This is an optimization exercise on Yosys and OpenROAD, whose aim is a short achievable clock period and few clock cycles per item, not a production implementation. The RTL of this run was laid out without a check of its function. Power is estimated from default activity; no workload was simulated.

[design.v]
module ook_encoder (
  input  wire        clk,
  input  wire        rst,
  input  wire        in_valid,
  output wire        in_ready,
  input  wire [47:0] in_msg,       
  output reg         out_valid,
  input  wire        out_ready,
  output reg  [7:0]  out_byte,
  output reg         out_last
);
  localparam NB = 69;              
  reg        in_rdy;               
  reg [47:0] nmsg;
  assign in_ready = in_rdy;
  reg          act;                
  reg  [1:0]   prem;               
  reg  [NB-1:0] bits;              
  reg  [NB-1:0] vb;                
  reg  [2:0]   r;                  
  reg          t;                  
  reg        sv;
  reg  [7:0] sb;
  reg        sl;
  wire space = !sv;
  wire start = space && !act && !in_rdy;
  wire run   = space && act;
  wire inpre = (prem != 2'd0);
  function [NB-1:0] frame_bits(input [47:0] m);
    integer i;
    begin
      frame_bits = {NB{1'b0}};
      frame_bits[NB-13] = 1'b1;
      for (i = 0; i < 6; i = i + 1)
        frame_bits[NB-14-9*i -: 9] = {m[47-8*i -: 8], ^m[47-8*i -: 8]};
    end
  endfunction
  wire       b1 = bits[NB-1], b2 = bits[NB-2];
  wire       v1 = vb[NB-1],   v2 = vb[NB-2],  v3 = vb[NB-3];
  wire [3:0] l1 = b1 ? 4'd6 : 4'd4;
  wire [3:0] l2 = b2 ? 4'd6 : 4'd4;
  wire [19:0] tail = {14'd0, t ? 6'b111000 : 6'b001100} << (5'd20 - {2'd0, r});
  wire [19:0] s1   = v1 ? ((b1 ? 20'hE0000 : 20'hC0000) >> r) : 20'd0;
  wire [19:0] s2   = v2 ? ((b2 ? 20'hE0000 : 20'hC0000) >> ({1'b0, r} + l1)) : 20'd0;
  wire [19:0] chips = tail | s1 | s2;
  wire [7:0]  ebyte = chips[19:12];
  wire [3:0] rl1  = {1'b0, r} + l1;
  wire       one  = rl1[3];                  
  wire [3:0] rl2  = rl1 + l2 - 4'd8;
  wire [2:0] r_n  = !v1 ? 3'd0 : one ? rl1[2:0] : (v2 ? rl2[2:0] : 3'd0);
  wire       t_n  = one ? b1 : b2;
  wire       elast = !v1 || (one ? (rl1[2:0] == 3'd0 && !v2)
                                 : (!v2 || (rl2[2:0] == 3'd0 && !v3)));
  wire       push  = start || run;
  wire [7:0] pbyte = (start || inpre) ? 8'hAA : ebyte;
  wire       plast = !start && !inpre && elast;
  always @(posedge clk) begin
    if (in_rdy)
      nmsg <= in_msg;
    if (rst) begin
      in_rdy <= 1'b1;
      act    <= 1'b0;
    end else begin
      if (start)
        in_rdy <= 1'b1;
      else if (in_valid && in_rdy)
        in_rdy <= 1'b0;
      if (start) begin
        act  <= 1'b1;
        prem <= 2'd3;
        bits <= frame_bits(nmsg);
        vb   <= {NB{1'b1}};
        r    <= 3'd0;
        t    <= 1'b0;
      end else if (run) begin
        if (inpre)
          prem <= prem - 2'd1;
        else begin
          r <= r_n;
          t <= t_n;
          if (one) begin
            bits <= {bits[NB-2:0], 1'b0};
            vb   <= {vb[NB-2:0], 1'b0};
          end else begin
            bits <= {bits[NB-3:0], 2'b0};
            vb   <= {vb[NB-3:0], 2'b0};
          end
          if (elast)
            act <= 1'b0;
        end
      end
    end
  end
  always @(posedge clk) begin
    if (rst) begin
      out_valid <= 1'b0;
      sv        <= 1'b0;
    end else if (!out_valid || out_ready) begin
      if (sv) begin
        out_valid <= 1'b1;
        out_byte  <= sb;
        out_last  <= sl;
        sv        <= 1'b0;
      end else begin
        out_valid <= push;
        out_byte  <= pbyte;
        out_last  <= plast;
      end
    end else if (push) begin
      sv <= 1'b1;
      sb <= pbyte;
      sl <= plast;
    end
  end
endmodule
module ook_decoder (
  input  wire        clk,
  input  wire        rst,
  input  wire        in_valid,
  output wire        in_ready,
  input  wire [7:0]  in_byte,      
  input  wire        in_last,
  input  wire        in_strict,
  output wire        res_valid,
  input  wire        res_ready,
  output wire [47:0] res_msg,      
  output wire [1:0]  res_err       
);
  localparam E_OK = 2'd0, E_FRAMING = 2'd1, E_TRUNC = 2'd2, E_PARITY = 2'd3;
  localparam QN = 5;               
  function [8:0] chip_step(input [2:0] s0, input [7:0] b, input last);
    integer i;
    reg [2:0] s;
    reg [1:0] n, e;
    reg       y1, y2, dead, c;
    begin
      s = s0; n = 2'd0; e = E_OK; y1 = 1'b0; y2 = 1'b0; dead = 1'b0;
      for (i = 7; i >= 0; i = i - 1) begin
        c = b[i];
        if (!dead) begin
          case (s)
            3'd0: if (c) s = 3'd1;
                  else begin dead = 1'b1; e = (!last || i >= 3) ? E_FRAMING : E_TRUNC; end
            3'd1: if (c) s = 3'd2;
                  else begin dead = 1'b1; e = (!last || i >= 2) ? E_FRAMING : E_TRUNC; end
            3'd2: s = c ? 3'd4 : 3'd3;
            3'd3: if (!c) begin
                    s = 3'd0;
                    if (n == 2'd0) y1 = 1'b0; else y2 = 1'b0;
                    n = n + 2'd1;
                  end else begin dead = 1'b1; e = E_FRAMING; end
            3'd4: if (!c) s = 3'd5; else begin dead = 1'b1; e = E_FRAMING; end
            3'd5: if (!c) s = 3'd6; else begin dead = 1'b1; e = E_FRAMING; end
            default: if (!c) begin
                    s = 3'd0;
                    if (n == 2'd0) y1 = 1'b1; else y2 = 1'b1;
                    n = n + 2'd1;
                  end else begin dead = 1'b1; e = E_FRAMING; end
          endcase
        end
      end
      if (!dead && last)
        e = (s == 3'd5 || s == 3'd6) ? E_FRAMING : E_TRUNC;
      chip_step = {s, n, y1, y2, e};
    end
  endfunction
  reg       in_rdy;
  reg       d0v, d0l, d0s;
  reg [7:0] d0b;
  assign in_ready = in_rdy;
  reg        d1v, d1l, d1s;
  reg [62:0] c1;                   
  reg [2:0]  cs;
  reg        d2v, d2l, d2s;
  reg [1:0]  d2n, d2e;
  reg        d2y1, d2y2;
  wire [8:0] csel = c1[9*cs +: 9];
  reg        sync, par, done;
  reg [3:0]  nbit;
  reg [2:0]  nbyte;
  reg [47:0] msg;
  reg        rv;
  reg [47:0] rmsg;
  reg [1:0]  rerr;
  reg [47:0] qmsg [0:QN-1];
  reg [1:0]  qerr [0:QN-1];
  reg [2:0]  qcnt, wp, rp;
  assign res_valid = rv;
  assign res_msg   = rmsg;
  assign res_err   = rerr;
  reg        sy, q1v, q2v, q1, q2;
  reg        res, pp;
  reg [1:0]  rcode;
  reg [3:0]  k;
  reg [2:0]  nb;
  reg [47:0] m;
  reg        qb;
  integer    j;
  always @(*) begin
    sy = sync; q1v = 1'b0; q2v = 1'b0; q1 = d2y1; q2 = d2y2;
    if (sync) begin
      q1v = (d2n != 2'd0);
      q2v = (d2n == 2'd2);
    end else if (d2n != 2'd0 && d2y1) begin
      sy  = 1'b1;
      q1v = (d2n == 2'd2);
      q1  = d2y2;
    end else if (d2n == 2'd2 && d2y2) begin
      sy  = 1'b1;
    end
    k = nbit; pp = par; m = msg; nb = nbyte; res = 1'b0; rcode = E_OK;
    for (j = 0; j < 2; j = j + 1) begin
      qb = (j == 0) ? q1 : q2;
      if (((j == 0) ? q1v : q2v) && !res) begin
        if (k == 4'd8) begin
          if (d2s && (qb != pp)) begin
            res = 1'b1; rcode = E_PARITY;
          end else begin
            k = 4'd0; pp = 1'b0;
            if (nb == 3'd5) begin res = 1'b1; rcode = E_OK; end
            nb = nb + 3'd1;
          end
        end else begin
          m  = {m[46:0], qb};
          pp = pp ^ qb;
          k  = k + 4'd1;
        end
      end
    end
    if (!res && d2e != E_OK) begin
      res = 1'b1; rcode = d2e;
    end
  end
  wire push = d2v && !done && res;
  wire [3:0] occ = {3'd0, rv} + {1'b0, qcnt} + {3'd0, d0v} + {3'd0, d1v} + {3'd0, d2v} + {3'd0, in_rdy};
  always @(posedge clk) begin
    if (in_rdy) begin
      d0b <= in_byte;
      d0l <= in_last;
      d0s <= in_strict;
    end
    d1l <= d0l;
    d1s <= d0s;
    c1  <= {chip_step(3'd6, d0b, d0l), chip_step(3'd5, d0b, d0l), chip_step(3'd4, d0b, d0l),
            chip_step(3'd3, d0b, d0l), chip_step(3'd2, d0b, d0l), chip_step(3'd1, d0b, d0l),
            chip_step(3'd0, d0b, d0l)};
    d2l  <= d1l;
    d2s  <= d1s;
    d2n  <= csel[5:4];
    d2y1 <= csel[3];
    d2y2 <= csel[2];
    d2e  <= csel[1:0];
    if (rst) begin
      in_rdy <= 1'b1;
      d0v <= 1'b0; d1v <= 1'b0; d2v <= 1'b0;
      cs  <= 3'd0;
      sync <= 1'b0; par <= 1'b0; done <= 1'b0; nbit <= 4'd0; nbyte <= 3'd0;
    end else begin
      in_rdy <= (occ < 4'd6);
      d0v <= in_valid && in_rdy;
      d1v <= d0v;
      d2v <= d1v;
      if (d1v)
        cs <= d1l ? 3'd0 : csel[8:6];
      if (d2v) begin
        if (d2l) begin
          sync <= 1'b0; par <= 1'b0; done <= 1'b0; nbit <= 4'd0; nbyte <= 3'd0;
        end else if (!done) begin
          if (res)
            done <= 1'b1;
          sync  <= sy;
          par   <= pp;
          nbit  <= k;
          nbyte <= nb;
          msg   <= m;
        end
      end
    end
  end
  always @(posedge clk) begin
    if (push) begin
      qmsg[wp] <= m;
      qerr[wp] <= rcode;
    end
    if (rst) begin
      rv <= 1'b0; qcnt <= 3'd0; wp <= 3'd0; rp <= 3'd0;
    end else if (!rv || res_ready) begin
      if (qcnt != 3'd0) begin
        rv   <= 1'b1;
        rmsg <= qmsg[rp];
        rerr <= qerr[rp];
        rp   <= (rp == QN - 1) ? 3'd0 : rp + 3'd1;
        if (push)
          wp <= (wp == QN - 1) ? 3'd0 : wp + 3'd1;
        else
          qcnt <= qcnt - 3'd1;
      end else begin
        rv   <= push;
        rmsg <= m;
        rerr <= rcode;
      end
    end else if (push) begin
      wp   <= (wp == QN - 1) ? 3'd0 : wp + 3'd1;
      qcnt <= qcnt + 3'd1;
    end
  end
endmodule
module fht8v_ook_codec (
  input  wire        clk,
  input  wire        rst,
  input  wire        enc_in_valid,
  output wire        enc_in_ready,
  input  wire [47:0] enc_in_msg,
  output wire        enc_out_valid,
  input  wire        enc_out_ready,
  output wire [7:0]  enc_out_byte,
  output wire        enc_out_last,
  input  wire        dec_in_valid,
  output wire        dec_in_ready,
  input  wire [7:0]  dec_in_byte,
  input  wire        dec_in_last,
  input  wire        dec_in_strict,
  output wire        dec_out_valid,
  input  wire        dec_out_ready,
  output wire [47:0] dec_out_msg,
  output wire [1:0]  dec_out_err
);
  ook_encoder u_enc (
    .clk(clk), .rst(rst),
    .in_valid(enc_in_valid), .in_ready(enc_in_ready), .in_msg(enc_in_msg),
    .out_valid(enc_out_valid), .out_ready(enc_out_ready),
    .out_byte(enc_out_byte), .out_last(enc_out_last)
  );
  ook_decoder u_dec (
    .clk(clk), .rst(rst),
    .in_valid(dec_in_valid), .in_ready(dec_in_ready), .in_byte(dec_in_byte),
    .in_last(dec_in_last), .in_strict(dec_in_strict),
    .res_valid(dec_out_valid), .res_ready(dec_out_ready),
    .res_msg(dec_out_msg), .res_err(dec_out_err)
  );
endmodule
[config.mk]
export PLATFORM = sky130hd
export DESIGN_NAME = fht8v_ook_codec
export DESIGN_NICKNAME = fht8v_ook_codec
export VERILOG_FILES = /design/flow/design.v
export SDC_FILE = /design/flow/constraint.sdc
export NUM_CORES = 4
export LEC_CHECK = 0
export CAP_MARGIN = 20
export CORE_MARGIN = 2
export CORE_UTILIZATION = 40
export SLEW_MARGIN = 20
[run.sh]
#!/bin/bash
# synth_recipe.tcl (not shown) runs the flow's synth.tcl, then flattens the netlist and writes it again
# the make line also repeats each setting of config.mk as NAME=value (left out here)
make -C /OpenROAD-flow-scripts/flow DESIGN_CONFIG=/design/flow/config.mk WORK_HOME=/design/flow/orfs CLKGATE_MAP_FILE= SYNTH_SCRIPT=/design/flow/synth_recipe.tcl finish
[constraint.sdc]
create_clock -name core_clock -period 5.0 [get_ports {clk}]
set_input_delay 1.0000 -clock core_clock [delete_from_list [all_inputs] [get_ports {clk}]]
set_output_delay 1.0000 -clock core_clock [all_outputs]
set_load 0.01 [all_outputs]
==> run notes <==
synth_stat cells, drive strengths merged (31+ instances only):
| cell type | number | area [sq um] |
|---|---|---|
| a21oi | 168 | 882 |
| buf | 60 | 322 |
| clkbuf | 161 | 604 |
| dfxtp | 107 | 2140 |
| edfxtp | 566 | 17000 |
| ha | 70 | 876 |
| inv | 73 | 274 |
| mux2i | 213 | 2130 |
| mux4 | 59 | 1330 |
| nand2 | 364 | 1370 |
| nand2b | 31 | 194 |
| nand3 | 64 | 325 |
| nor2 | 321 | 1220 |
| nor3 | 72 | 388 |
| o21ai | 240 | 1210 |
| o22ai | 67 | 419 |
| o31ai | 31 | 285 |
| xnor2 | 76 | 666 |
worst register-to-register path: stages, from the launching register on:
cell and delay, ps:
edfxtp_1 480, buf_6 170, ha_4 170, buf_12 150, nor2b_4 140, o31a_1 340, buf_4 180, o311a_4 340
nand4_1 170, a31o_4 200, nand4_1 180, o32ai_2 350, a222oi_1 140, buf_4 180, or3_4 380, and4_4 200
a2bb2oi_2 140, buf_4 190, nor3b_2 210, a32oi_2 100, and3_1 210, mux2i_1 180, o2bb2ai_1 140
state kept, by name (all words and copies together) (netlist names), 3 cells and up, named ones only:
| signal | count |
|---|---|
| u_dec.qmsg | 240 |
| u_enc.vb | 69 |
| u_enc.bits | 67 |
| u_dec.c1 | 63 |
| u_dec.msg | 48 |
| u_dec.rmsg | 48 |
| u_enc.nmsg | 48 |
| u_dec.qerr | 10 |
| u_dec.d0b | 8 |
| u_enc.out_byte | 8 |
| u_enc.sb | 8 |
| u_dec.nbit | 4 |
| u_dec.cs | 3 |
| u_dec.nbyte | 3 |
| u_dec.qcnt | 3 |
| u_dec.rp | 3 |
| u_dec.wp | 3 |
| u_enc.r | 3 |
metrics by stage:
step	hold WS [ps]	cell area, sq um
floorplan	310	37000
global placement	311	41100
detailed placement	314	41100
CTS	335	43500
global route	341	44800
finish	333	44800
where the power goes:
group	internal [W]	total, W	switching (W)
Clock	0.00294	0.00521	0.00227
Sequential	0.00672	0.00718	0.000454
Combinational	0.00463	0.0102	0.00552
layout make-up:
class                   count  area [sq um]  area share [%]
diodes                      1          2.50         0.00558
inverters                  74           292           0.650
clock inverters            40           279           0.622
multi-input cells        2368         17300            38.7
flip-flops and latches    673         19100            42.7
clock buffers              95          2030            4.52
well taps                1176          1470            3.28
repair buffers            496          4270            9.52
cells by family after synthesis:
logic type               synth area share (%)
flip-flops                               52.3
other                                  0.0103
buffers and inverters                    3.29
adder cells (fa/ha/maj)                  2.61
XOR/XNOR                                 2.44
AO/OA/AOI/OAI                            16.0
AND/OR/NAND/NOR                          13.4
multiplexers                             9.90
worst paths after layout:
kind | from | endpoint | slack [ps]
max | u_dec.d0b[6]$_DFFE_PP_ | u_dec.c1[19]$_DFF_P_ | -30
min | u_dec.d1s$_DFF_P_ | u_dec.d2s$_DFF_P_ | 330
max reg2reg | u_dec.d0b[6]$_DFFE_PP_ | u_dec.c1[19]$_DFF_P_ | -30
min reg2reg | u_dec.d1s$_DFF_P_ | u_dec.d2s$_DFF_P_ | 330
per-layer routing:
metal  track usage, %  vias to the layer above  wire length, microns
met5                0                        -                    13
met4             4.99                        2                  2160
met3             2.56                      133                  4280
met2             30.8                      701                 43500
met1             26.7                    13342                 42800
li1                 -                    13325                     -
what timing repair did:
item,CTS,global route
buffers inserted,6,67
pin swaps,8,68
gates cloned,1,2
hold buffers,0,0
resized for setup,17,172
endpoints found under the setup margin,9,44
==> flow_summary.json <==
{
  "netlist-cell-type-count": 123,
  "drv.max_cap_violation_count": 0,
  "antenna_found_initial": 2,
  "cp_num_cells": 22,
  "clock_sinks": 673,
  "synth_warnings": 2,
  "netlist_instances": 3335,
  "antenna_violating_nets_post_route": 0,
  "critPathRequiredTime_ps": 5540,
  "post_synth_instance_area_sq_mm": 0.0366,
  "io_buffer_count": 126,
  "area_grow_syn2layout_pct": 22.6,
  "clock_path_buffers": 3,
  "worst_slack_ps": -27.1,
  "worstRegToRegCells": 22,
  "dp_worst_setup_slack_ps": -172,
  "setup_viol_count_final": 3,
  "power.leakage_nw": 16.0,
  "critical_path_class": "reg2reg",
  "run_status": "failed layout checks",
  "initial_core_util_pct": 40.5,
  "slew_violations": 0,
  "rsz0062_at_grt": "true",
  "final.setup.tns_ps": -62.5,
  "dpl.cell_count": 4711,
  "timing.final.crit_share_pct": 101,
  "nets_in_the_synthesized_netlist": 3473,
  "floorplan.die_area_sq_mm": 0.0939,
  "grt_pass1_vias": 25970,
  "synthArstFlopShare_pct": 0,
  "wirelength_microns": 92800,
  "drt-pass1-iter-count": 6,
  "drive_above_1_share_pct": 21.8,
  "grt_max_degree": 101,
  "insertion_delay_ps": 640,
  "ys_seq_area_share_pct": 52.3,
  "place.gp.congestion": 0.899,
  "number_of_buffers_created_by_cts": 74,
  "hpwl_after_dpl_microns": 61400,
  "crit_path_time_final_ps": 5030,
  "critical_path.endpoint_type": "flop",
  "final_core_utilization_pct": 49.6,
  "post-route-drc-count": 0,
  "max-vdd-ir-drop_mv": 0.315,
  "routed-via-count": 27503,
  "final-hold-violation-count": 0,
  "finalPower_w": 0.0225,
  "global_route_wire_length_before_repair_microns": 144000,
  "timing.slew.headroom_pct": 28.5,
  "clock_tree_from_tritoncts": "done",
  "instances_no_fill": 4923,
  "global_route.overflow_total": 0,
  "hold_path_class": "reg2reg",
  "cts.htree.levels": 3,
  "critical_path.startpoint_type": "flop",
  "avgViaCountPerCell": 5.59,
  "layout.failed_checks": "setup timing",
  "finalClockSkew_ps": 36.3,
  "groute.usage.overall_pct": 19.0,
  "crit_arrival_ps": 5560,
  "pwr_per_cell_area_mw_per_mm2": 503,
  "core_region_area_sq_mm": 0.0903,
  "synth_edf_count": 566,
  "die_width_microns": 306,
  "final_nets": 3825,
  "highest_cell_delay_on_the_worst_timing_path_ps": 480,
  "top_family_by_delay_on_critical_path": "compound AO/OA/AOI/OAI gates",
  "achievable-frequency_mhz": 199,
  "postSynthAreaPerCell_sq_um": 11.0,
  "timing.critical_path.cells": "buf_6 > ha_4 > buf_12 > nor2b_4 > o31a_1 > buf_4 > o311a_4 > nand4_1 > a31o_4 > nand4_1 > o32ai_2 > a222oi_1 > buf_4 > or3_4 > and4_4 > a2bb2oi_2 > buf_4 > nor3b_2 > a32oi_2 > and3_1 > mux2i_1 > o2bb2ai_1",
  "critical_path_buf_inv_count": 5,
  "floorplan.io_pins": 127,
  "synth_flop_cell": "edfxtp_1",
  "layout.filler_cells": 8034,
  "drt_iter0_drc": 2378,
  "hold_path_depth": 0,
  "mostFrequentLayoutCells": "edfxtp_1 (566), nand2_1 (356), buf_4 (338)",
  "post_drt_wl_per_cell_microns": 18.8,
  "worst_setup_hold_path_clk_slew_ps": 60,
  "crit_slowest_cell": "edfxtp_1",
  "critPathMostFrequentCell": "buf_4",
  "final_common_cell": "edfxtp_1",
  "cts_root_buffer": "clkbuf_16",
  "synth_seq_cells": 673,
  "die_h_microns": 306,
  "tightestPinTransition_ps": 1070,
  "cp_max_fo": 11,
  "placementRows": 110
}

==> port drivers added, routing unchanged <==
The results above use ideal ports. As a check the final layout listed here was re-extracted and re-timed, cells and wires unchanged. Step 1: set_driving_cell puts a clkbuf_16 on clk and a buf_2 on each other input, an assumption about the parent block. Step 2 adds t to the input delays and takes it off the output delays; t is the mean of the earliest and latest rising clock arrival at the registers after step 1. Input paths then give back, and output paths get back, about the clock's delay inside the block. Slacks: ideal / step 1 / step 2; pairs: ideal / step 1.
t (ns): 0.684
setup WS [ns]: -0.027 / -0.027 / -0.027
hold slack, ns: 0.333 / 0.333 / 0.333
worst slew at a driven data input, ns: 0.11
The setup slack of this run moves by 0.000 ns with the drivers and by 0.000 ns with both steps.
